From an optimization exercise on the open Yosys and OpenROAD flow, aimed at small area, a short achievable clock period and few clock cycles per item; shortcuts taken in it are not production practice. Function was checked by simulation only, so behaviour that the tests miss may differ from the original.

==> flow/design.v, too long to show whole: its modules and the start of the top module <==
// module isg_extract: 736 lines
// module isg_sched: 68 lines
// module csa_row: 640 lines
// module csa_mac: 368 lines
module isg_extract (
    input  wire        clk,
    input  wire        rst,         
    input  wire        cfg_we,
    input  wire [5:0]  cfg_addr,
    input  wire [5:0]  cfg_pos,
    input  wire [6:0]  npos,        
    input  wire [31:0] qstep,       
    input  wire        variant,     
    input  wire        in_valid,
    input  wire [7:0]  in_data,
    output wire        in_ready,
    output reg         done,
    output reg  [63:0] bits_out
);
  // ...
==> flow/run.sh <==
#!/bin/bash
# synth_recipe.tcl (not shown) runs the flow's synth.tcl, then flattens the netlist and writes it again
# the make line also repeats each setting of config.mk as NAME=value (left out here)
make -C /OpenROAD-flow-scripts/flow DESIGN_CONFIG=/design/flow/config.mk WORK_HOME=/design/flow/orfs CLKGATE_MAP_FILE= SYNTH_SCRIPT=/design/flow/synth_recipe.tcl finish
==> flow/config.mk <==
export PLATFORM = sky130hd
export DESIGN_NAME = isg_extract
export DESIGN_NICKNAME = isg_extract
export VERILOG_FILES = /design/flow/design.v
export SDC_FILE = /design/flow/constraint.sdc
export NUM_CORES = 4
export LEC_CHECK = 0
export ABC_AREA = 1
export CAP_MARGIN = 20
export CORE_MARGIN = 2
export CORE_UTILIZATION = 55
export PLACE_DENSITY = 0.7
export SLEW_MARGIN = 20
==> flow/constraint.sdc <==
create_clock -name core_clock -period 13.0 [get_ports {clk}]
set_input_delay 2.6000 -clock core_clock [delete_from_list [all_inputs] [get_ports {clk}]]
set_output_delay 2.6000 -clock core_clock [all_outputs]
set_load 0.01 [all_outputs]
==> results.sh, run 1 <==
export IMPL_status="complete, no violations"
export IMPL_place_area_sq_um=114000
export IMPL_crit_path_start_kind="flop"
export IMPL_synth_xor_area_share_pct=6.89
export IMPL_worstHoldPathCells=0
export IMPL_yosysWarnings=2
export IMPL_grt_usage_pct=31.1
export IMPL_grt_pass1_wl_mm=482
export IMPL_coreArea_sq_um=200000
export IMPL_worstMarginPinSlew_ps=1110
export IMPL_clock_tree_root_cell="clkbuf_16"
export IMPL_pin_count=130
export IMPL_nets=12500
export IMPL_clockBufferDepth=3
export IMPL_cts_tree="yes"
export IMPL_cp_buffers_inverters=2
export IMPL_synth_ff_type="dfxtp_1"
export IMPL_final_util_pct=61.3
export IMPL_antenna_cells=11
export IMPL_met3_usage_pct=4.67
export IMPL_gp_congestion=1.01
export IMPL_layoutNonFillerInstCount=14200
export IMPL_worstPathArrival_ps=5350
export IMPL_period_share_pct=35.5
export IMPL_rr_startpoint="m_first"
export IMPL_drive_above_1_share_pct=5.55
export IMPL_clock_area_share_pct=6.57
export IMPL_crit_slowest_cell="dfxtp_1"
export IMPL_nMultiInputCombCells=6961
export IMPL_netlist_area_leader_share_pct=32.6
export IMPL_nNonClkBuffers=189
export IMPL_drtAntennaViolNets=0
export IMPL_maxSlewViolCount=0
export IMPL_top_usage_layer="met2"
export IMPL_seq_cell_count=2404
export IMPL_hp_start="resv[157]"
export IMPL_dr_wl_met3_mm=22.6
export IMPL_die_area_sq_um=205000
export IMPL_finalInstanceArea_sq_um=123000
export IMPL_synth_top_family_by_area="adder cells"
export IMPL_use_met2_pct=49.7
Testbench counts, summed over its fixed seeds: cycles 26,064, items 320.
==> module isg_extract, before the edit <==
module isg_extract (
    input  wire        clk,
    input  wire        rst,         
    input  wire        cfg_we,
    input  wire [5:0]  cfg_addr,
    input  wire [5:0]  cfg_pos,
    input  wire [6:0]  npos,        
    input  wire [31:0] qstep,       
    input  wire        variant,     
    input  wire        in_valid,
    input  wire [7:0]  in_data,
    output wire        in_ready,
    output reg         done,
    output reg  [63:0] bits_out
);
    reg        cfg_we_r;
    reg [5:0]  cfg_addr_r, cfg_pos_r;
    reg [31:0] qstep_r;
    reg        variant_r;
    reg [6:0]  npos_r;
    reg [5:0]  pos_tab [0:63];
    always @(posedge clk) begin
        cfg_we_r   <= cfg_we;
        cfg_addr_r <= cfg_addr;
        cfg_pos_r  <= cfg_pos;
        qstep_r    <= qstep;
        variant_r  <= variant;
        npos_r     <= npos;
        if (cfg_we_r)
            pos_tab[cfg_addr_r] <= cfg_pos_r;
    end
    reg  [5:0] c;             
    reg  [5:0] ld_cnt;        
    reg        in_ready_r;
    reg        smp_v;
    reg  [7:0] smp_r;         
    assign in_ready = in_ready_r;
    wire ir_cur;               
    wire accept = in_valid & ir_cur;
    always @(posedge clk) begin
        smp_r <= {~in_data[7], in_data[6:0]};
        smp_v <= accept & ~rst;
    end
    reg  [511:0] ringv;
    wire [7:0]   ring63 = ringv[511:504];
    wire [7:0]   tail_in = smp_v ? smp_r : ring63;
    always @(posedge clk)
        ringv <= {ringv[503:0], tail_in};
    wire signed [7:0] s0 = ringv[55:48];
    wire signed [7:0] s1 = ringv[47:40];
    wire signed [7:0] s2 = ringv[39:32];
    wire signed [7:0] s3 = ringv[31:24];
    wire signed [7:0] s4 = ringv[23:16];
    wire signed [7:0] s5 = ringv[15:8];
    wire signed [7:0] s6 = ringv[7:0];
    wire signed [7:0] s7 = tail_in;
    wire signed [8:0] e0 = s0 + s7, e1 = s1 + s6, e2 = s2 + s5, e3 = s3 + s4;
    wire signed [8:0] o0 = s0 - s7, o1 = s1 - s6, o2 = s2 - s5, o3 = s3 - s4;
    reg signed [8:0]  f_e0, f_e1, f_e2, f_e3;
    reg signed [8:0]  f_o0, f_o1, f_o2, f_o3;
    reg [2:0]         f_x;
    always @(posedge clk) begin
        if (fen) begin
            f_e0 <= e0; f_e1 <= e1; f_e2 <= e2; f_e3 <= e3;
            f_o0 <= o0; f_o1 <= o1; f_o2 <= o2; f_o3 <= o3;
            f_x  <= c[5:3];
        end
    end
    wire       rev_load, rev_stream, rev_recirc, rev_tag;
    wire [2:0] rev_k;
    wire       nrev_load, nrev_stream, nrev_recirc, nrev_tag;
    wire [2:0] nrev_k;
    wire       stream_ok, rev_ok;
    wire [3:0] pleft;
    wire [2:0] knext;
    wire       ld_tag;
    wire [1:0] blk_out;       
    reg        idle_d;
    reg [2:0]  meta_k;
    reg        meta_tag;
    reg        dbusy;
    reg [4:0]  dcnt;
    wire       any_pend;
    wire       last_res;
    reg        fast;
    wire idle_all  = (ld_cnt == 6'd0) && (blk_out == 2'd0);
    wire [3:0] ptot = ({1'b0, npos_r} + 8'd7) >> 3;
    wire quiet      = !rev_stream && !rev_recirc && !any_pend && !dbusy;
    wire thr        = fast || quiet || idle_all;
    localparam integer SW = 39;
    reg  [SW-13:0] st_r0, st_r1;
    reg            sel_r;
    wire [SW-13:0] st_rest = sel_r ? st_r1 : st_r0;
    assign {ir_cur, ld_tag, pleft, knext,
            nrev_load, nrev_stream, nrev_recirc, nrev_tag, nrev_k,
            rev_load, rev_stream, rev_recirc, rev_tag, rev_k,
            stream_ok, rev_ok, blk_out} = st_rest;
    wire [SW-1:0] st_now = {c, ld_cnt, st_rest};
    wire [SW-1:0] st_a0, st_a1;
    wire blk_a1;
    isg_sched u_s0 (.acc(1'b0), .st(st_now), .smp_v(smp_v), .ptot(ptot), .thr(thr),
                    .idle_all(idle_all), .last_res(last_res), .nx(st_a0), .blk_now());
    isg_sched u_s1 (.acc(1'b1), .st(st_now), .smp_v(smp_v), .ptot(ptot), .thr(thr),
                    .idle_all(idle_all), .last_res(last_res), .nx(st_a1), .blk_now(blk_a1));
    wire [SW-1:0] st_rst = {6'd63, 6'd0, 1'b1, 1'b0, 4'd0, 3'd0,
                            1'b1, 1'b1, 1'b0, 1'b0, 3'd0,
                            1'b0, 1'b0, 1'b0, 1'b0, 3'd0,
                            1'b0, 1'b0, 2'd0};
    wire [5:0] c_nx = rst ? 6'd63 : (accept ? st_a1[SW-1:SW-6] : st_a0[SW-1:SW-6]);
    reg        fen, men;
    reg  [2:0] jr;
    always @(posedge clk) begin
        fen <= (c_nx[2:0] == 3'd7);
        men <= (c_nx[2:0] == 3'd6);
        jr  <= c_nx[2:0] + 3'd1;
    end
    always @(posedge clk) begin
        if (rst) begin
            st_r0 <= st_rst[SW-13:0]; st_r1 <= st_rst[SW-13:0]; sel_r <= 1'b0;
            in_ready_r <= 1'b1; c <= 6'd63; ld_cnt <= 6'd0;
        end else begin
            st_r0 <= st_a0[SW-13:0]; st_r1 <= st_a1[SW-13:0]; sel_r <= accept;
            {c, ld_cnt, in_ready_r} <= accept ? st_a1[SW-1:SW-13] : st_a0[SW-1:SW-13];
        end
    end
    always @(posedge clk) begin
        if (men) begin
            meta_k <= rev_k; meta_tag <= rev_tag;
        end
    end
    wire [2:0] rd_j = jr;
    reg  [5:0] posr;
    reg  [2:0] r_j, r_k;
    reg        r_tag;
    always @(posedge clk) begin
        posr  <= pos_tab[{meta_k, rd_j}];
        r_j   <= rd_j;
        r_k   <= meta_k;
        r_tag <= meta_tag;
    end
    wire [2:0] q_v = posr[2:0];
    wire signed [9:0]  a0 = f_e0 + f_e3, a1 = f_e1 + f_e2, b0 = f_e0 - f_e3, b1 = f_e1 - f_e2;
    wire signed [10:0] dcs = a0 + a1, d4s = a0 - a1;
    reg signed [10:0] rx0;
    reg signed [9:0]  rx1;
    reg signed [8:0]  rx2, rx3;
    always @* begin
        if (q_v[0]) begin
            rx0 = f_o0; rx1 = f_o1; rx2 = f_o2; rx3 = f_o3;
        end else begin
            rx2 = 9'sd0; rx3 = 9'sd0;
            case (q_v[2:1])
                2'd0: begin rx0 = dcs; rx1 = 10'sd0; end
                2'd2: begin rx0 = d4s; rx1 = 10'sd0; end
                default: begin rx0 = b0; rx1 = b1; end
            endcase
        end
    end
  reg [15:0] rk0;
  always @* begin
    case (q_v)
      3'd0: rk0 = 16'h5a82;
      3'd1: rk0 = 16'h7d8a;
      3'd2: rk0 = 16'h7642;
      3'd3: rk0 = 16'h6a6e;
      3'd4: rk0 = 16'h5a82;
      3'd5: rk0 = 16'h471d;
      3'd6: rk0 = 16'h30fc;
      3'd7: rk0 = 16'h18f9;
      default: rk0 = 16'h0000;
    endcase
  end
  reg [15:0] p_rk0;
  always @(posedge clk) p_rk0 <= rk0;
  reg [15:0] rk1;
  always @* begin
    case (q_v)
      3'd0: rk1 = 16'h0000;
      3'd1: rk1 = 16'h6a6e;
      3'd2: rk1 = 16'h30fc;
      3'd3: rk1 = 16'he707;
      3'd4: rk1 = 16'h0000;
      3'd5: rk1 = 16'h8276;
      3'd6: rk1 = 16'h89be;
      3'd7: rk1 = 16'hb8e3;
      default: rk1 = 16'h0000;
    endcase
  end
  reg [15:0] p_rk1;
  always @(posedge clk) p_rk1 <= rk1;
  reg [15:0] rk2;
  always @* begin
    case (q_v)
      3'd0: rk2 = 16'h0000;
      3'd1: rk2 = 16'h471d;
      3'd2: rk2 = 16'h0000;
      3'd3: rk2 = 16'h8276;
      3'd4: rk2 = 16'h0000;
      3'd5: rk2 = 16'h18f9;
      3'd6: rk2 = 16'h0000;
      3'd7: rk2 = 16'h6a6e;
      default: rk2 = 16'h0000;
    endcase
  end
  reg [15:0] p_rk2;
  always @(posedge clk) p_rk2 <= rk2;
  reg [15:0] rk3;
  always @* begin
    case (q_v)
      3'd0: rk3 = 16'h0000;
      3'd1: rk3 = 16'h18f9;
      3'd2: rk3 = 16'h0000;
      3'd3: rk3 = 16'hb8e3;
      3'd4: rk3 = 16'h0000;
      3'd5: rk3 = 16'h6a6e;
      3'd6: rk3 = 16'h0000;
      3'd7: rk3 = 16'h8276;
      default: rk3 = 16'h0000;
    endcase
  end
  reg [15:0] p_rk3;
  always @(posedge clk) p_rk3 <= rk3;
  wire [12:0] xe0 = {{1{rx0[10]}}, rx0, 1'b0};
  reg rd0_0_one, rd0_0_two, rd0_0_neg;
  always @(posedge clk) begin
    rd0_0_one <= xe0[1] ^ xe0[0];
    rd0_0_two <= (xe0[2] & ~xe0[1] & ~xe0[0]) | (~xe0[2] & xe0[1] & xe0[0]);
    rd0_0_neg <= xe0[2] & ~(xe0[1] & xe0[0]);
  end
  reg rd0_1_one, rd0_1_two, rd0_1_neg;
  always @(posedge clk) begin
    rd0_1_one <= xe0[3] ^ xe0[2];
    rd0_1_two <= (xe0[4] & ~xe0[3] & ~xe0[2]) | (~xe0[4] & xe0[3] & xe0[2]);
    rd0_1_neg <= xe0[4] & ~(xe0[3] & xe0[2]);
  end
  reg rd0_2_one, rd0_2_two, rd0_2_neg;
  always @(posedge clk) begin
    rd0_2_one <= xe0[5] ^ xe0[4];
    rd0_2_two <= (xe0[6] & ~xe0[5] & ~xe0[4]) | (~xe0[6] & xe0[5] & xe0[4]);
    rd0_2_neg <= xe0[6] & ~(xe0[5] & xe0[4]);
  end
  reg rd0_3_one, rd0_3_two, rd0_3_neg;
  always @(posedge clk) begin
    rd0_3_one <= xe0[7] ^ xe0[6];
    rd0_3_two <= (xe0[8] & ~xe0[7] & ~xe0[6]) | (~xe0[8] & xe0[7] & xe0[6]);
    rd0_3_neg <= xe0[8] & ~(xe0[7] & xe0[6]);
  end
  reg rd0_4_one, rd0_4_two, rd0_4_neg;
  always @(posedge clk) begin
    rd0_4_one <= xe0[9] ^ xe0[8];
    rd0_4_two <= (xe0[10] & ~xe0[9] & ~xe0[8]) | (~xe0[10] & xe0[9] & xe0[8]);
    rd0_4_neg <= xe0[10] & ~(xe0[9] & xe0[8]);
  end
  reg rd0_5_one, rd0_5_two, rd0_5_neg;
  always @(posedge clk) begin
    rd0_5_one <= xe0[11] ^ xe0[10];
    rd0_5_two <= (xe0[12] & ~xe0[11] & ~xe0[10]) | (~xe0[12] & xe0[11] & xe0[10]);
    rd0_5_neg <= xe0[12] & ~(xe0[11] & xe0[10]);
  end
  wire [10:0] xe1 = {{0{rx1[9]}}, rx1, 1'b0};
  reg rd1_0_one, rd1_0_two, rd1_0_neg;
  always @(posedge clk) begin
    rd1_0_one <= xe1[1] ^ xe1[0];
    rd1_0_two <= (xe1[2] & ~xe1[1] & ~xe1[0]) | (~xe1[2] & xe1[1] & xe1[0]);
    rd1_0_neg <= xe1[2] & ~(xe1[1] & xe1[0]);
  end
  reg rd1_1_one, rd1_1_two, rd1_1_neg;
  always @(posedge clk) begin
    rd1_1_one <= xe1[3] ^ xe1[2];
    rd1_1_two <= (xe1[4] & ~xe1[3] & ~xe1[2]) | (~xe1[4] & xe1[3] & xe1[2]);
    rd1_1_neg <= xe1[4] & ~(xe1[3] & xe1[2]);
  end
  reg rd1_2_one, rd1_2_two, rd1_2_neg;
  always @(posedge clk) begin
    rd1_2_one <= xe1[5] ^ xe1[4];
    rd1_2_two <= (xe1[6] & ~xe1[5] & ~xe1[4]) | (~xe1[6] & xe1[5] & xe1[4]);
    rd1_2_neg <= xe1[6] & ~(xe1[5] & xe1[4]);
  end
  reg rd1_3_one, rd1_3_two, rd1_3_neg;
  always @(posedge clk) begin
    rd1_3_one <= xe1[7] ^ xe1[6];
    rd1_3_two <= (xe1[8] & ~xe1[7] & ~xe1[6]) | (~xe1[8] & xe1[7] & xe1[6]);
    rd1_3_neg <= xe1[8] & ~(xe1[7] & xe1[6]);
  end
  reg rd1_4_one, rd1_4_two, rd1_4_neg;
  always @(posedge clk) begin
    rd1_4_one <= xe1[9] ^ xe1[8];
    rd1_4_two <= (xe1[10] & ~xe1[9] & ~xe1[8]) | (~xe1[10] & xe1[9] & xe1[8]);
    rd1_4_neg <= xe1[10] & ~(xe1[9] & xe1[8]);
  end
  wire [10:0] xe2 = {{1{rx2[8]}}, rx2, 1'b0};
  reg rd2_0_one, rd2_0_two, rd2_0_neg;
  always @(posedge clk) begin
    rd2_0_one <= xe2[1] ^ xe2[0];
    rd2_0_two <= (xe2[2] & ~xe2[1] & ~xe2[0]) | (~xe2[2] & xe2[1] & xe2[0]);
    rd2_0_neg <= xe2[2] & ~(xe2[1] & xe2[0]);
  end
  reg rd2_1_one, rd2_1_two, rd2_1_neg;
  always @(posedge clk) begin
    rd2_1_one <= xe2[3] ^ xe2[2];
    rd2_1_two <= (xe2[4] & ~xe2[3] & ~xe2[2]) | (~xe2[4] & xe2[3] & xe2[2]);
    rd2_1_neg <= xe2[4] & ~(xe2[3] & xe2[2]);
  end
  reg rd2_2_one, rd2_2_two, rd2_2_neg;
  always @(posedge clk) begin
    rd2_2_one <= xe2[5] ^ xe2[4];
    rd2_2_two <= (xe2[6] & ~xe2[5] & ~xe2[4]) | (~xe2[6] & xe2[5] & xe2[4]);
    rd2_2_neg <= xe2[6] & ~(xe2[5] & xe2[4]);
  end
  reg rd2_3_one, rd2_3_two, rd2_3_neg;
  always @(posedge clk) begin
    rd2_3_one <= xe2[7] ^ xe2[6];
    rd2_3_two <= (xe2[8] & ~xe2[7] & ~xe2[6]) | (~xe2[8] & xe2[7] & xe2[6]);
    rd2_3_neg <= xe2[8] & ~(xe2[7] & xe2[6]);
  end
  reg rd2_4_one, rd2_4_two, rd2_4_neg;
  always @(posedge clk) begin
    rd2_4_one <= xe2[9] ^ xe2[8];
    rd2_4_two <= (xe2[10] & ~xe2[9] & ~xe2[8]) | (~xe2[10] & xe2[9] & xe2[8]);
    rd2_4_neg <= xe2[10] & ~(xe2[9] & xe2[8]);
  end
  wire [10:0] xe3 = {{1{rx3[8]}}, rx3, 1'b0};
  reg rd3_0_one, rd3_0_two, rd3_0_neg;
  always @(posedge clk) begin
    rd3_0_one <= xe3[1] ^ xe3[0];
    rd3_0_two <= (xe3[2] & ~xe3[1] & ~xe3[0]) | (~xe3[2] & xe3[1] & xe3[0]);
    rd3_0_neg <= xe3[2] & ~(xe3[1] & xe3[0]);
  end
  reg rd3_1_one, rd3_1_two, rd3_1_neg;
  always @(posedge clk) begin
    rd3_1_one <= xe3[3] ^ xe3[2];
    rd3_1_two <= (xe3[4] & ~xe3[3] & ~xe3[2]) | (~xe3[4] & xe3[3] & xe3[2]);
    rd3_1_neg <= xe3[4] & ~(xe3[3] & xe3[2]);
  end
  reg rd3_2_one, rd3_2_two, rd3_2_neg;
  always @(posedge clk) begin
    rd3_2_one <= xe3[5] ^ xe3[4];
    rd3_2_two <= (xe3[6] & ~xe3[5] & ~xe3[4]) | (~xe3[6] & xe3[5] & xe3[4]);
    rd3_2_neg <= xe3[6] & ~(xe3[5] & xe3[4]);
  end
  reg rd3_3_one, rd3_3_two, rd3_3_neg;
  always @(posedge clk) begin
    rd3_3_one <= xe3[7] ^ xe3[6];
    rd3_3_two <= (xe3[8] & ~xe3[7] & ~xe3[6]) | (~xe3[8] & xe3[7] & xe3[6]);
    rd3_3_neg <= xe3[8] & ~(xe3[7] & xe3[6]);
  end
  reg rd3_4_one, rd3_4_two, rd3_4_neg;
  always @(posedge clk) begin
    rd3_4_one <= xe3[9] ^ xe3[8];
    rd3_4_two <= (xe3[10] & ~xe3[9] & ~xe3[8]) | (~xe3[10] & xe3[9] & xe3[8]);
    rd3_4_neg <= xe3[10] & ~(xe3[9] & xe3[8]);
  end
    reg [2:0]  a_u, a_v, a_x, a_j, a_k;
    reg        a_tag;
    always @(posedge clk) begin
        a_u <= posr[5:3]; a_v <= posr[2:0]; a_x <= f_x; a_j <= r_j; a_k <= r_k; a_tag <= r_tag;
    end
    wire signed [16:0] rd0_0_k = {p_rk0[15], p_rk0};
  wire [16:0] rd0_0_m = ({17{rd0_0_one}} & rd0_0_k) | ({17{rd0_0_two}} & {rd0_0_k[15:0], 1'b0});
  wire [16:0] rd0_0_t = rd0_0_m ^ {17{rd0_0_neg}};
  wire [16:0] rd0_0_u = {~rd0_0_t[16], rd0_0_t[15:0]};
  wire signed [16:0] rd0_1_k = {p_rk0[15], p_rk0};
  wire [16:0] rd0_1_m = ({17{rd0_1_one}} & rd0_1_k) | ({17{rd0_1_two}} & {rd0_1_k[15:0], 1'b0});
  wire [16:0] rd0_1_t = rd0_1_m ^ {17{rd0_1_neg}};
  wire [16:0] rd0_1_u = {~rd0_1_t[16], rd0_1_t[15:0]};
  wire signed [16:0] rd0_2_k = {p_rk0[15], p_rk0};
  wire [16:0] rd0_2_m = ({17{rd0_2_one}} & rd0_2_k) | ({17{rd0_2_two}} & {rd0_2_k[15:0], 1'b0});
  wire [16:0] rd0_2_t = rd0_2_m ^ {17{rd0_2_neg}};
  wire [16:0] rd0_2_u = {~rd0_2_t[16], rd0_2_t[15:0]};
  wire signed [16:0] rd0_3_k = {p_rk0[15], p_rk0};
  wire [16:0] rd0_3_m = ({17{rd0_3_one}} & rd0_3_k) | ({17{rd0_3_two}} & {rd0_3_k[15:0], 1'b0});
  wire [16:0] rd0_3_t = rd0_3_m ^ {17{rd0_3_neg}};
  wire [16:0] rd0_3_u = {~rd0_3_t[16], rd0_3_t[15:0]};
  wire signed [16:0] rd0_4_k = {p_rk0[15], p_rk0};
  wire [16:0] rd0_4_m = ({17{rd0_4_one}} & rd0_4_k) | ({17{rd0_4_two}} & {rd0_4_k[15:0], 1'b0});
  wire [16:0] rd0_4_t = rd0_4_m ^ {17{rd0_4_neg}};
  wire [16:0] rd0_4_u = {~rd0_4_t[16], rd0_4_t[15:0]};
  wire signed [16:0] rd0_5_k = {p_rk0[15], p_rk0};
  wire [16:0] rd0_5_m = ({17{rd0_5_one}} & rd0_5_k) | ({17{rd0_5_two}} & {rd0_5_k[15:0], 1'b0});
  wire [16:0] rd0_5_t = rd0_5_m ^ {17{rd0_5_neg}};
  wire [16:0] rd0_5_u = {~rd0_5_t[16], rd0_5_t[15:0]};
  wire [10:0] rng0 = {rd0_5_neg, 1'b0, rd0_4_neg, 1'b0, rd0_3_neg, 1'b0, rd0_2_neg, 1'b0, rd0_1_neg, 1'b0, rd0_0_neg};
  wire signed [16:0] rd1_0_k = {p_rk1[15], p_rk1};
  wire [16:0] rd1_0_m = ({17{rd1_0_one}} & rd1_0_k) | ({17{rd1_0_two}} & {rd1_0_k[15:0], 1'b0});
  wire [16:0] rd1_0_t = rd1_0_m ^ {17{rd1_0_neg}};
  wire [16:0] rd1_0_u = {~rd1_0_t[16], rd1_0_t[15:0]};
  wire signed [16:0] rd1_1_k = {p_rk1[15], p_rk1};
  wire [16:0] rd1_1_m = ({17{rd1_1_one}} & rd1_1_k) | ({17{rd1_1_two}} & {rd1_1_k[15:0], 1'b0});
  wire [16:0] rd1_1_t = rd1_1_m ^ {17{rd1_1_neg}};
  wire [16:0] rd1_1_u = {~rd1_1_t[16], rd1_1_t[15:0]};
  wire signed [16:0] rd1_2_k = {p_rk1[15], p_rk1};
  wire [16:0] rd1_2_m = ({17{rd1_2_one}} & rd1_2_k) | ({17{rd1_2_two}} & {rd1_2_k[15:0], 1'b0});
  wire [16:0] rd1_2_t = rd1_2_m ^ {17{rd1_2_neg}};
  wire [16:0] rd1_2_u = {~rd1_2_t[16], rd1_2_t[15:0]};
  wire signed [16:0] rd1_3_k = {p_rk1[15], p_rk1};
  wire [16:0] rd1_3_m = ({17{rd1_3_one}} & rd1_3_k) | ({17{rd1_3_two}} & {rd1_3_k[15:0], 1'b0});
  wire [16:0] rd1_3_t = rd1_3_m ^ {17{rd1_3_neg}};
  wire [16:0] rd1_3_u = {~rd1_3_t[16], rd1_3_t[15:0]};
  wire signed [16:0] rd1_4_k = {p_rk1[15], p_rk1};
  wire [16:0] rd1_4_m = ({17{rd1_4_one}} & rd1_4_k) | ({17{rd1_4_two}} & {rd1_4_k[15:0], 1'b0});
  wire [16:0] rd1_4_t = rd1_4_m ^ {17{rd1_4_neg}};
  wire [16:0] rd1_4_u = {~rd1_4_t[16], rd1_4_t[15:0]};
  wire [8:0] rng1 = {rd1_4_neg, 1'b0, rd1_3_neg, 1'b0, rd1_2_neg, 1'b0, rd1_1_neg, 1'b0, rd1_0_neg};
  wire signed [16:0] rd2_0_k = {p_rk2[15], p_rk2};
  wire [16:0] rd2_0_m = ({17{rd2_0_one}} & rd2_0_k) | ({17{rd2_0_two}} & {rd2_0_k[15:0], 1'b0});
  wire [16:0] rd2_0_t = rd2_0_m ^ {17{rd2_0_neg}};
  wire [16:0] rd2_0_u = {~rd2_0_t[16], rd2_0_t[15:0]};
  wire signed [16:0] rd2_1_k = {p_rk2[15], p_rk2};
  wire [16:0] rd2_1_m = ({17{rd2_1_one}} & rd2_1_k) | ({17{rd2_1_two}} & {rd2_1_k[15:0], 1'b0});
  wire [16:0] rd2_1_t = rd2_1_m ^ {17{rd2_1_neg}};
  wire [16:0] rd2_1_u = {~rd2_1_t[16], rd2_1_t[15:0]};
  wire signed [16:0] rd2_2_k = {p_rk2[15], p_rk2};
  wire [16:0] rd2_2_m = ({17{rd2_2_one}} & rd2_2_k) | ({17{rd2_2_two}} & {rd2_2_k[15:0], 1'b0});
  wire [16:0] rd2_2_t = rd2_2_m ^ {17{rd2_2_neg}};
  wire [16:0] rd2_2_u = {~rd2_2_t[16], rd2_2_t[15:0]};
  wire signed [16:0] rd2_3_k = {p_rk2[15], p_rk2};
  wire [16:0] rd2_3_m = ({17{rd2_3_one}} & rd2_3_k) | ({17{rd2_3_two}} & {rd2_3_k[15:0], 1'b0});
  wire [16:0] rd2_3_t = rd2_3_m ^ {17{rd2_3_neg}};
  wire [16:0] rd2_3_u = {~rd2_3_t[16], rd2_3_t[15:0]};
  wire signed [16:0] rd2_4_k = {p_rk2[15], p_rk2};
  wire [16:0] rd2_4_m = ({17{rd2_4_one}} & rd2_4_k) | ({17{rd2_4_two}} & {rd2_4_k[15:0], 1'b0});
  wire [16:0] rd2_4_t = rd2_4_m ^ {17{rd2_4_neg}};
  wire [16:0] rd2_4_u = {~rd2_4_t[16], rd2_4_t[15:0]};
  wire [8:0] rng2 = {rd2_4_neg, 1'b0, rd2_3_neg, 1'b0, rd2_2_neg, 1'b0, rd2_1_neg, 1'b0, rd2_0_neg};
  wire signed [16:0] rd3_0_k = {p_rk3[15], p_rk3};
  wire [16:0] rd3_0_m = ({17{rd3_0_one}} & rd3_0_k) | ({17{rd3_0_two}} & {rd3_0_k[15:0], 1'b0});
  wire [16:0] rd3_0_t = rd3_0_m ^ {17{rd3_0_neg}};
  wire [16:0] rd3_0_u = {~rd3_0_t[16], rd3_0_t[15:0]};
  wire signed [16:0] rd3_1_k = {p_rk3[15], p_rk3};
  wire [16:0] rd3_1_m = ({17{rd3_1_one}} & rd3_1_k) | ({17{rd3_1_two}} & {rd3_1_k[15:0], 1'b0});
  wire [16:0] rd3_1_t = rd3_1_m ^ {17{rd3_1_neg}};
  wire [16:0] rd3_1_u = {~rd3_1_t[16], rd3_1_t[15:0]};
  wire signed [16:0] rd3_2_k = {p_rk3[15], p_rk3};
  wire [16:0] rd3_2_m = ({17{rd3_2_one}} & rd3_2_k) | ({17{rd3_2_two}} & {rd3_2_k[15:0], 1'b0});
  wire [16:0] rd3_2_t = rd3_2_m ^ {17{rd3_2_neg}};
  wire [16:0] rd3_2_u = {~rd3_2_t[16], rd3_2_t[15:0]};
  wire signed [16:0] rd3_3_k = {p_rk3[15], p_rk3};
  wire [16:0] rd3_3_m = ({17{rd3_3_one}} & rd3_3_k) | ({17{rd3_3_two}} & {rd3_3_k[15:0], 1'b0});
  wire [16:0] rd3_3_t = rd3_3_m ^ {17{rd3_3_neg}};
  wire [16:0] rd3_3_u = {~rd3_3_t[16], rd3_3_t[15:0]};
  wire signed [16:0] rd3_4_k = {p_rk3[15], p_rk3};
  wire [16:0] rd3_4_m = ({17{rd3_4_one}} & rd3_4_k) | ({17{rd3_4_two}} & {rd3_4_k[15:0], 1'b0});
  wire [16:0] rd3_4_t = rd3_4_m ^ {17{rd3_4_neg}};
  wire [16:0] rd3_4_u = {~rd3_4_t[16], rd3_4_t[15:0]};
  wire [8:0] rng3 = {rd3_4_neg, 1'b0, rd3_3_neg, 1'b0, rd3_2_neg, 1'b0, rd3_1_neg, 1'b0, rd3_0_neg};
  wire [25:0] ra_0, ra_1, ra_2, ra_3;
  csa_row u_csa_row (.rd0_0_u(rd0_0_u), .rd0_1_u(rd0_1_u), .rd0_2_u(rd0_2_u), .rd0_3_u(rd0_3_u), .rd0_4_u(rd0_4_u), .rd0_5_u(rd0_5_u), .rng0(rng0), .rd1_0_u(rd1_0_u), .rd1_1_u(rd1_1_u), .rd1_2_u(rd1_2_u), .rd1_3_u(rd1_3_u), .rd1_4_u(rd1_4_u), .rng1(rng1), .rd2_0_u(rd2_0_u), .rd2_1_u(rd2_1_u), .rd2_2_u(rd2_2_u), .rd2_3_u(rd2_3_u), .rd2_4_u(rd2_4_u), .rng2(rng2), .rd3_0_u(rd3_0_u), .rd3_1_u(rd3_1_u), .rd3_2_u(rd3_2_u), .rd3_3_u(rd3_3_u), .rd3_4_u(rd3_4_u), .rng3(rng3), .o0(ra_0), .o1(ra_1), .o2(ra_2), .o3(ra_3));
    reg [25:0] sa_0, sa_1, sa_2, sa_3;
    reg [2:0]  a2_u, a2_v, a2_x, a2_j, a2_k;
    reg        a2_tag;
    always @(posedge clk) begin
        sa_0 <= ra_0; sa_1 <= ra_1; sa_2 <= ra_2; sa_3 <= ra_3;
        a2_u <= a_u; a2_v <= a_v; a2_x <= a_x; a2_j <= a_j; a2_k <= a_k; a2_tag <= a_tag;
    end
    reg signed [25:0] b_r;
    reg [2:0]  b_u, b_v, b_x, b_j, b_k;
    reg        b_tag;
    always @(posedge clk) begin
        b_r <= sa_0 + sa_1 + sa_2 + sa_3;
        b_u <= a2_u; b_v <= a2_v; b_x <= a2_x; b_j <= a2_j; b_k <= a2_k; b_tag <= a2_tag;
    end
    reg [15:0] mk;
  always @* begin
    case ({a2_u, a2_x})
      6'o00: mk = 16'h5a82;
      6'o01: mk = 16'h5a82;
      6'o02: mk = 16'h5a82;
      6'o03: mk = 16'h5a82;
      6'o04: mk = 16'h5a82;
      6'o05: mk = 16'h5a82;
      6'o06: mk = 16'h5a82;
      6'o07: mk = 16'h5a82;
      6'o10: mk = 16'h7d8a;
      6'o11: mk = 16'h6a6e;
      6'o12: mk = 16'h471d;
      6'o13: mk = 16'h18f9;
      6'o14: mk = 16'he707;
      6'o15: mk = 16'hb8e3;
      6'o16: mk = 16'h9592;
      6'o17: mk = 16'h8276;
      6'o20: mk = 16'h7642;
      6'o21: mk = 16'h30fc;
      6'o22: mk = 16'hcf04;
      6'o23: mk = 16'h89be;
      6'o24: mk = 16'h89be;
      6'o25: mk = 16'hcf04;
      6'o26: mk = 16'h30fc;
      6'o27: mk = 16'h7642;
      6'o30: mk = 16'h6a6e;
      6'o31: mk = 16'he707;
      6'o32: mk = 16'h8276;
      6'o33: mk = 16'hb8e3;
      6'o34: mk = 16'h471d;
      6'o35: mk = 16'h7d8a;
      6'o36: mk = 16'h18f9;
      6'o37: mk = 16'h9592;
      6'o40: mk = 16'h5a82;
      6'o41: mk = 16'ha57e;
      6'o42: mk = 16'ha57e;
      6'o43: mk = 16'h5a82;
      6'o44: mk = 16'h5a82;
      6'o45: mk = 16'ha57e;
      6'o46: mk = 16'ha57e;
      6'o47: mk = 16'h5a82;
      6'o50: mk = 16'h471d;
      6'o51: mk = 16'h8276;
      6'o52: mk = 16'h18f9;
      6'o53: mk = 16'h6a6e;
      6'o54: mk = 16'h9592;
      6'o55: mk = 16'he707;
      6'o56: mk = 16'h7d8a;
      6'o57: mk = 16'hb8e3;
      6'o60: mk = 16'h30fc;
      6'o61: mk = 16'h89be;
      6'o62: mk = 16'h7642;
      6'o63: mk = 16'hcf04;
      6'o64: mk = 16'hcf04;
      6'o65: mk = 16'h7642;
      6'o66: mk = 16'h89be;
      6'o67: mk = 16'h30fc;
      6'o70: mk = 16'h18f9;
      6'o71: mk = 16'hb8e3;
      6'o72: mk = 16'h6a6e;
      6'o73: mk = 16'h8276;
      6'o74: mk = 16'h7d8a;
      6'o75: mk = 16'h9592;
      6'o76: mk = 16'h471d;
      6'o77: mk = 16'he707;
      default: mk = 16'h0000;
    endcase
  end
  wire mb_0_one_d = mk[0] ^ 1'b0;
  wire mb_0_two_d = (mk[1] & ~mk[0] & ~1'b0) | (~mk[1] & mk[0] & 1'b0);
  wire mb_0_neg_d = mk[1] & ~(mk[0] & 1'b0);
  reg mb_0_one, mb_0_two, mb_0_neg;
  always @(posedge clk) begin mb_0_one <= mb_0_one_d; mb_0_two <= mb_0_two_d; mb_0_neg <= mb_0_neg_d; end
  wire mb_1_one_d = mk[2] ^ mk[1];
  wire mb_1_two_d = (mk[3] & ~mk[2] & ~mk[1]) | (~mk[3] & mk[2] & mk[1]);
  wire mb_1_neg_d = mk[3] & ~(mk[2] & mk[1]);
  reg mb_1_one, mb_1_two, mb_1_neg;
  always @(posedge clk) begin mb_1_one <= mb_1_one_d; mb_1_two <= mb_1_two_d; mb_1_neg <= mb_1_neg_d; end
  wire mb_2_one_d = mk[4] ^ mk[3];
  wire mb_2_two_d = (mk[5] & ~mk[4] & ~mk[3]) | (~mk[5] & mk[4] & mk[3]);
  wire mb_2_neg_d = mk[5] & ~(mk[4] & mk[3]);
  reg mb_2_one, mb_2_two, mb_2_neg;
  always @(posedge clk) begin mb_2_one <= mb_2_one_d; mb_2_two <= mb_2_two_d; mb_2_neg <= mb_2_neg_d; end
  wire mb_3_one_d = mk[6] ^ mk[5];
  wire mb_3_two_d = (mk[7] & ~mk[6] & ~mk[5]) | (~mk[7] & mk[6] & mk[5]);
  wire mb_3_neg_d = mk[7] & ~(mk[6] & mk[5]);
  reg mb_3_one, mb_3_two, mb_3_neg;
  always @(posedge clk) begin mb_3_one <= mb_3_one_d; mb_3_two <= mb_3_two_d; mb_3_neg <= mb_3_neg_d; end
  wire mb_4_one_d = mk[8] ^ mk[7];
  wire mb_4_two_d = (mk[9] & ~mk[8] & ~mk[7]) | (~mk[9] & mk[8] & mk[7]);
  wire mb_4_neg_d = mk[9] & ~(mk[8] & mk[7]);
  reg mb_4_one, mb_4_two, mb_4_neg;
  always @(posedge clk) begin mb_4_one <= mb_4_one_d; mb_4_two <= mb_4_two_d; mb_4_neg <= mb_4_neg_d; end
  wire mb_5_one_d = mk[10] ^ mk[9];
  wire mb_5_two_d = (mk[11] & ~mk[10] & ~mk[9]) | (~mk[11] & mk[10] & mk[9]);
  wire mb_5_neg_d = mk[11] & ~(mk[10] & mk[9]);
  reg mb_5_one, mb_5_two, mb_5_neg;
  always @(posedge clk) begin mb_5_one <= mb_5_one_d; mb_5_two <= mb_5_two_d; mb_5_neg <= mb_5_neg_d; end
  wire mb_6_one_d = mk[12] ^ mk[11];
  wire mb_6_two_d = (mk[13] & ~mk[12] & ~mk[11]) | (~mk[13] & mk[12] & mk[11]);
  wire mb_6_neg_d = mk[13] & ~(mk[12] & mk[11]);
  reg mb_6_one, mb_6_two, mb_6_neg;
  always @(posedge clk) begin mb_6_one <= mb_6_one_d; mb_6_two <= mb_6_two_d; mb_6_neg <= mb_6_neg_d; end
  wire mb_7_one_d = mk[14] ^ mk[13];
  wire mb_7_two_d = (mk[15] & ~mk[14] & ~mk[13]) | (~mk[15] & mk[14] & mk[13]);
  wire mb_7_neg_d = mk[15] & ~(mk[14] & mk[13]);
  reg mb_7_one, mb_7_two, mb_7_neg;
  always @(posedge clk) begin mb_7_one <= mb_7_one_d; mb_7_two <= mb_7_two_d; mb_7_neg <= mb_7_neg_d; end
  wire signed [26:0] mb_x = b_r;
  wire [26:0] mb_0_m = ({27{mb_0_one}} & mb_x) | ({27{mb_0_two}} & {mb_x[25:0], 1'b0});
  wire [26:0] mb_0_t = mb_0_m ^ {27{mb_0_neg}};
  wire [26:0] mb_0_u = {~mb_0_t[26], mb_0_t[25:0]};
  wire [26:0] mb_1_m = ({27{mb_1_one}} & mb_x) | ({27{mb_1_two}} & {mb_x[25:0], 1'b0});
  wire [26:0] mb_1_t = mb_1_m ^ {27{mb_1_neg}};
  wire [26:0] mb_1_u = {~mb_1_t[26], mb_1_t[25:0]};
  wire [26:0] mb_2_m = ({27{mb_2_one}} & mb_x) | ({27{mb_2_two}} & {mb_x[25:0], 1'b0});
  wire [26:0] mb_2_t = mb_2_m ^ {27{mb_2_neg}};
  wire [26:0] mb_2_u = {~mb_2_t[26], mb_2_t[25:0]};
  wire [26:0] mb_3_m = ({27{mb_3_one}} & mb_x) | ({27{mb_3_two}} & {mb_x[25:0], 1'b0});
  wire [26:0] mb_3_t = mb_3_m ^ {27{mb_3_neg}};
  wire [26:0] mb_3_u = {~mb_3_t[26], mb_3_t[25:0]};
  wire [26:0] mb_4_m = ({27{mb_4_one}} & mb_x) | ({27{mb_4_two}} & {mb_x[25:0], 1'b0});
  wire [26:0] mb_4_t = mb_4_m ^ {27{mb_4_neg}};
  wire [26:0] mb_4_u = {~mb_4_t[26], mb_4_t[25:0]};
  wire [26:0] mb_5_m = ({27{mb_5_one}} & mb_x) | ({27{mb_5_two}} & {mb_x[25:0], 1'b0});
  wire [26:0] mb_5_t = mb_5_m ^ {27{mb_5_neg}};
  wire [26:0] mb_5_u = {~mb_5_t[26], mb_5_t[25:0]};
  wire [26:0] mb_6_m = ({27{mb_6_one}} & mb_x) | ({27{mb_6_two}} & {mb_x[25:0], 1'b0});
  wire [26:0] mb_6_t = mb_6_m ^ {27{mb_6_neg}};
  wire [26:0] mb_6_u = {~mb_6_t[26], mb_6_t[25:0]};
  wire [26:0] mb_7_m = ({27{mb_7_one}} & mb_x) | ({27{mb_7_two}} & {mb_x[25:0], 1'b0});
  wire [26:0] mb_7_t = mb_7_m ^ {27{mb_7_neg}};
  wire [26:0] mb_7_u = {~mb_7_t[26], mb_7_t[25:0]};
  wire [14:0] mb_ng = {mb_7_neg, 1'b0, mb_6_neg, 1'b0, mb_5_neg, 1'b0, mb_4_neg, 1'b0, mb_3_neg, 1'b0, mb_2_neg, 1'b0, mb_1_neg, 1'b0, mb_0_neg};
  wire [43:0] mc_s, mc_c;
  csa_mac u_csa_mac (.mb_0_u(mb_0_u), .mb_1_u(mb_1_u), .mb_2_u(mb_2_u), .mb_3_u(mb_3_u), .mb_4_u(mb_4_u), .mb_5_u(mb_5_u), .mb_6_u(mb_6_u), .mb_7_u(mb_7_u), .mb_ng(mb_ng), .s(mc_s), .c(mc_c));
    reg [43:0] m_s, m_c;
    reg [2:0]  m_x, m_j, m_k;
    reg        m_tag, m_dc, m_first;
    always @(posedge clk) begin
        m_s <= mc_s; m_c <= mc_c;
        m_x <= b_x; m_j <= b_j; m_k <= b_k; m_tag <= b_tag;
        m_dc <= (b_x == 3'd0) && (b_u == 3'd0) && (b_v == 3'd0);
        m_first <= (b_x == 3'd0);
    end
    reg  [307:0] accv;
    wire [43:0]  acc_head = accv[307:264];
    wire [43:0]  c_accin = (acc_head & {44{~m_first}}) | (44'd4397866188800 & {44{m_dc}});
    wire [43:0]  cs_x = c_accin ^ m_s ^ m_c;
    wire [43:0]  cs_y = {(c_accin[42:0] & m_s[42:0]) | (c_accin[42:0] & m_c[42:0]) | (m_s[42:0] & m_c[42:0]), 1'b0};
    wire [22:0]  zl_w = {1'b0, cs_x[21:0]} + {1'b0, cs_y[21:0]};
    reg  [21:0]  n_zl, n_xh, n_yh;
    reg          n_cy;
    reg  [2:0]   n_x, n_j, n_k;
    reg          n_tag;
    always @(posedge clk) begin
        n_zl <= zl_w[21:0]; n_cy <= zl_w[22];
        n_xh <= cs_x[43:22]; n_yh <= cs_y[43:22];
        n_x <= m_x; n_j <= m_j; n_k <= m_k; n_tag <= m_tag;
    end
    wire [43:0] z_new = {n_xh + n_yh + {21'd0, n_cy}, n_zl};
    always @(posedge clk)
        accv <= {accv[263:0], z_new};
    reg        h_v;
    reg [43:0] h_z;
    reg [5:0]  h_p;
    reg        h_tag;
    wire [6:0] c_p = {1'b0, n_k, n_j};
    always @(posedge clk) begin
        h_z   <= z_new;
        h_p   <= c_p[5:0];
        h_tag <= n_tag;
        h_v   <= ~rst & rev_ok & (n_x == 3'd7) & (c_p < npos_r);
    end
    wire [27:0] h_c = h_z[43:16] + {27'd0, h_z[15]};
    reg  [287:0] resv;
    wire [35:0]  res_head = resv[287:252];
    wire         head_pend = res_head[35];
    wire         head_tag  = res_head[34];
    wire [5:0]   head_p    = res_head[33:28];
    wire [27:0]  head_c    = res_head[27:0];
    reg          out_tag;
    wire         d_free = !dbusy || (dcnt == 5'd0);
    wire         take = d_free && head_pend && (head_tag == out_tag) && !rst;
    wire [35:0]  res_in = h_v ? {1'b1, h_tag, h_p, h_c}
                              : {head_pend & ~take & ~rst, res_head[34:0]};
    integer ri;
    reg [7:0] pend_bits;
    always @* begin
        for (ri = 0; ri < 8; ri = ri + 1)
            pend_bits[ri] = resv[36*ri + 35];
    end
    assign any_pend = |pend_bits;
    always @(posedge clk) begin
        if (rst)
            resv <= {resv[251:0], 36'd0} & ~{8{36'h800000000}};
        else
            resv <= {resv[251:0], res_in};
    end
    reg [31:0] qn;
    reg [4:0]  s_norm;
    always @(posedge clk) begin
        idle_d <= idle_all;
        if (idle_all || idle_d) begin
            qn <= qstep_r; s_norm <= 5'd0;
        end else if (qn[31:30] == 2'b00 && qn != 32'd0) begin
            qn <= {qn[29:0], 2'b00}; s_norm <= s_norm + 5'd2;
        end
        fast <= variant_r || ((qn[31:30] != 2'b00 || qn == 32'd0) && s_norm <= 5'd12);
    end
    reg [34:0] dv3;
    reg [3:0]  dsteps;
    always @(posedge clk) begin
        dv3 <= {qn, 1'b0} + {qn, 2'b00};
        dsteps <= s_norm[4:1];
    end
    reg [33:0] drem;
    reg        dneg, dq, dpbit;
    reg [5:0]  dp;
    wire [33:0] n_c2  = {{5{head_c[27]}}, head_c, 1'b0};
    wire [33:0] n_val = n_c2 + {2'b00, qstep_r};
    wire [33:0] n_neg = ~n_c2 + ~{2'b00, qstep_r} + 34'd2;
    wire [33:0] n_abs = n_val[33] ? n_neg : n_val;
    wire [36:0] r4  = {1'b0, drem, 2'b00};
    wire [36:0] t1  = r4 - {4'b0000, qn, 1'b0};
    wire [36:0] t2  = r4 - {3'b000, qn, 2'b00};
    wire [36:0] t3  = r4 - {2'b00, dv3};
    wire ge1 = ~t1[36], ge2 = ~t2[36], ge3 = ~t3[36];
    wire [33:0] rnext = ge3 ? t3[33:0] : ge2 ? t2[33:0] : ge1 ? t1[33:0] : r4[33:0];
    wire        qodd  = ge3 | (ge1 & ~ge2);
    wire        wr  = dbusy && (dcnt == 5'd0);
    wire        res_bit = variant_r ? dpbit : (dq ^ (dneg & (drem != 34'd0)));
    reg [6:0] res_cnt;
    reg       done_pre;
    assign last_res = wr && ({res_cnt + 7'd1} == npos_r);
    always @(posedge clk) begin
        if (rst) begin
            dbusy <= 1'b0; dcnt <= 5'd0;
        end else if (take) begin
            dbusy <= 1'b1;
            drem  <= n_abs;
            dneg  <= n_val[33];
            dq    <= 1'b0;
            dpbit <= head_c[16] ^ head_c[15];
            dp    <= head_p;
            dcnt  <= variant_r ? 5'd0 : {1'b0, dsteps};
        end else if (wr) begin
            dbusy <= 1'b0;
        end else if (dbusy) begin
            drem <= rnext; dq <= qodd; dcnt <= dcnt - 5'd1;
        end
    end
    integer bi;
    always @(posedge clk) begin
        if (rst) begin
            done <= 1'b0; done_pre <= 1'b0; res_cnt <= 7'd0; out_tag <= 1'b0;
        end else begin
            done_pre <= last_res;
            done <= done_pre;
            if (last_res) begin
                res_cnt <= 7'd0; out_tag <= ~out_tag;
            end else if (wr) begin
                res_cnt <= res_cnt + 7'd1;
            end
        end
        for (bi = 0; bi < 64; bi = bi + 1) begin
            if (wr && dp == bi[5:0])
                bits_out[bi] <= res_bit;
            else if (idle_all && !done_pre)
                bits_out[bi] <= 1'b0;
        end
    end
endmodule
==> run 2: changes to the inputs <==
--- a/flow/design.v
+++ b/flow/design.v
@@ -27,3 +27,3 @@
         variant_r  <= variant;
-        npos_r     <= npos;
+        npos_r     <= npos | {6'd0, (npos == 7'd0)};    
         if (cfg_we_r)
@@ -646,5 +646,5 @@
     wire         d_free = !dbusy || (dcnt == 5'd0);
-    wire         take = d_free && head_pend && (head_tag == out_tag) && !rst;
+    wire         take = d_free && head_pend && (head_tag == out_tag);
     wire [35:0]  res_in = h_v ? {1'b1, h_tag, h_p, h_c}
-                              : {head_pend & ~take & ~rst, res_head[34:0]};
+                              : {head_pend & ~take, res_head[34:0]};
     integer ri;
==> run 2 against run 1 <==
  * Utilization is 0.067 points higher
  * Highest routed layer unchanged
  * Setup slack worse by 97 ps
  * First-iteration DRC count decreased by 2.9%
  * Routed wire length down 2.0%
  * Critical path depth shrank 14
  * Non-clock buffer count fell by 5
  * Die area fell by 0.19%
  * Via count down 0.21%
  * Count of clock-buffer cells in the layout grew 43
  * Largest cell class unchanged
  * Sequential share of layout area about the same
==> results.sh, run 2 <==
export IMPL_syn_to_final_growth_pct=10.9
export IMPL_drtPass1Iterations=9
export IMPL_top_register="ringv"
export IMPL_dp_hpwl_mm=234
export IMPL_yosysUniqueCellTypes=68
export IMPL_r2r_end="sa_3[8]"
export IMPL_yosysTopAreaCell="dfxtp_1"
export IMPL_syn_num_nets=12500
export IMPL_crit_end="bits_out[26]"
export IMPL_largest_reg_flops=512
export IMPL_grt_pass1_wl_mm=476
export IMPL_status="complete, no violations"
export IMPL_setup_tns_ps=0
export IMPL_required_ps=10400
export IMPL_fp_dieH_microns=452
export IMPL_synth_seq_cells=2404
export IMPL_path_cells="clkdlybuf4s50_1"
export IMPL_initial_core_util_pct=55.4
export IMPL_cp_depth=1
export IMPL_die_area_sq_um=205000
export IMPL_coreArea_sq_um=200000
export IMPL_rrSetupSlack_ps=8360
export IMPL_crit_slowest_cell="clkdlybuf4s50_1"
export IMPL_rr_worst_depth=10
export IMPL_clkLatencyLatePin_ps=910
export IMPL_syn_avg_cell_area_sq_um=9.77
export IMPL_clk_pin_slew_worst_paths_ps=60
export IMPL_hp_class="reg -> reg"
export IMPL_rsz0062_at_grt="no"
export IMPL_netlist_area_leader_share_pct=32.7
export IMPL_pin_count=130
export IMPL_finClkSkew_ps=106
export IMPL_worstMarginPinSlew_ps=1190
export IMPL_dp_cells=13800
export IMPL_grt_max_degree=144
export IMPL_crit_fanout=1
export IMPL_dr_total_vias=78900
export IMPL_drt_wl_total_mm=316
export IMPL_dieWidth_microns=452
export IMPL_portBuffers=129
export IMPL_cts_resized_gates=0
export IMPL_drive_above_1_share_pct=5.30
export IMPL_drt_iter0_markers=7493
export IMPL_synth_most_common_cell="dfxtp_1"
export IMPL_critical_path_class="reg -> out"
export IMPL_top_regs="ringv: 512 flops, pos_tab: 384 flops, accv: 308 flops"
export IMPL_yosysWarnings=2
export IMPL_most_common_layout_cells="1796 x dfxtp_1, 1486 x inv_1, 1453 x nand2_1"
export IMPL_maxCapViolCount=0
export IMPL_antenna_found_initial=6
export IMPL_period_share_pct=36.3
export IMPL_synth_edff_count=598
export IMPL_critPathMaxStageDelay_ps=620
export IMPL_wire_per_inst_microns=22.2
export IMPL_cp_buffers_inverters=1
export IMPL_synth_commonest_cells="1806 x dfxtp_1, 1488 x inv_1, 1454 x nand2_1, 906 x nor2_1, 753 x xor2_1"
export IMPL_synth_async_reset_ratio_pct=0
export IMPL_cpLargestDelayFamily="buffers and inverters"
export IMPL_syn_area_sq_um=111000
export IMPL_layout_commonest_cell="dfxtp_1"
export IMPL_worst_setup_path_startpoint="bits_out[26]"
export IMPL_hp_start="accv[237]"
export IMPL_postCtsHoldBufs=0
export IMPL_maxSlewViolCount=0
export IMPL_grt_usage_pct=30.5
export IMPL_fillCellCount=16500
export IMPL_nets=12500
export IMPL_postSynthCellCount=11300
export IMPL_clock_sinks=2404
export IMPL_finalHoldViolCount=0
export IMPL_setup_viol=0
export IMPL_via_per_inst=5.55
export IMPL_cts_setup_buffers=0
export IMPL_clockBufferDepth=3
export IMPL_ys_seq_area_share_pct=49.0
export IMPL_final_util_pct=61.4
export IMPL_numCtsBuffers=228
export IMPL_grt_pass1_vias=78500
export IMPL_grt_ovfl_total=0
export IMPL_drtAntennaViolNets=0
export IMPL_synth_ff_type="dfxtp_1"
export IMPL_gp_congestion=1.07
export IMPL_rows=164
export IMPL_max_freq_mhz=212
export IMPL_cts_tree="yes"
export IMPL_synth_area_top_cells="dfxtp_1 33%, edfxtp_1 16%, fa_1 9.4%"
export IMPL_post_place_ws_ps=7720
export IMPL_drc_errors=0
export IMPL_crit_path_start_kind="flop"
export IMPL_rr_startpoint="p_rk3[3]"
export IMPL_maxSlewHeadroom_pct=20.7
export IMPL_finalCriticalPeriod_ps=4720
export IMPL_worstPathArrival_ps=2120
export IMPL_layoutNonFillerInstCount=14200
export IMPL_clock_tree_root_cell="clkbuf_16"
export IMPL_cts_max_level=4
export IMPL_fin_ws_ps=8280
export IMPL_cp_end_kind="output port"
[run 2: cell count changes in the layout (fill, tap and decap cells not counted), moves of 12 or more]
cell / delta
xnor2_1: +12
clkbuf_16: +14
nand3_1: +23
clkbuf_8: +19
xor2_1: -19
a21oi_1: -12
nor2_1: +23
nand2_1: +16
[run 2: logic make-up after synthesis]
logic type / synth area share (%)
flip-flops: 49.0
AND/OR/NAND/NOR: 11.3
XOR/XNOR: 6.83
adder cells (fa/ha/maj): 15.8
AO/OA/AOI/OAI: 10.4
buffers and inverters: 6.64
multiplexers: 0.0872
[run 2: how the worst min path moves through the flow]
stage | cells past startpoint | endpoint | slack, ps
floorplan | 0 | a2_j[0] | 310
global placement | 0 | b_u[1] | 310
detailed placement | 0 | resv[278] | 310
CTS | 0 | b_u[2] | 280
global route | 0 | b_u[2] | 290
finish | 0 | accv[281] | 280
[run 2: cell type report]
class | instances | area, sq um | area share (%)
diodes | 4 | 10.0 | 0.00817
clock buffers | 334 | 6980 | 5.70
clock inverters | 96 | 1340 | 1.10
inverters | 1566 | 5880 | 4.80
multi-input cells | 6978 | 49100 | 40.1
flip-flops and latches | 2404 | 54100 | 44.2
well taps | 2656 | 3320 | 2.71
repair buffers | 184 | 1720 | 1.41
[run 2: layer usage]
metal	track usage, %	routed length [microns]	part of all wire, %	up-vias
met5	0	14	0.0044	-
met4	14.0	16300	5.2	2
met3	5.31	23400	7.4	688
met2	48.1	142000	45	3290
met1	41.3	134000	42	37900
li1	-	-	-	37100
[run 2: per-stage QoR]
| stage | cell area, sq um | hold slack [ps] |
|---|---|---|
| 3_3_place_gp | 114000 | 310 |
| 5_1_grt | 123000 | 286 |
| 6_report | 123000 | 282 |
| 4_1_cts | 123000 | 281 |
| 2_1_floorplan | 111000 | 310 |
| 3_5_place_dp | 114000 | 312 |
[run 2: worst register-to-register path, delay by kind of cell (launching register included)]
kind / cells / cell delay [ps]
fa+ha+maj: 5 / 2560
xor+xnor: 1 / 130
flops: 1 / 680
buf+inv: 3 / 770
compound gates: 1 / 380
Testbench counts of run 2, summed over its fixed seeds: cycles 26,064, items 320.

[separate check: timing with driven ports]
No port has a modelled driver above. Below, the same layouts with a new extraction and two added sets of constraints.
Step 1: set_driving_cell puts a clkbuf_16 on clk and a buf_2 on each other input, an assumption about the parent block.
Step 2 times the ports against the registers' clock, not the clock port: input delays grow and output delays shrink by t, the midpoint of the rising clock arrivals with the driver on.
Slacks: no drivers / after step 1 / after step 2; pairs: no drivers / after step 1.
run	t (ns)	setup WS [ns]	worst setup path after step 2	worst data-port slew with drivers (ns)
run 1	0.948	8.379 / 8.379 / 8.042	input to register	0.11
run 2	0.950	8.282 / 8.190 / 7.719	input to register	0.06
After both steps setup and hold are still met in every run listed. For run 2, which loses most, drivers alone change the setup slack by -0.092 ns; drivers and shift together by -0.563 ns.
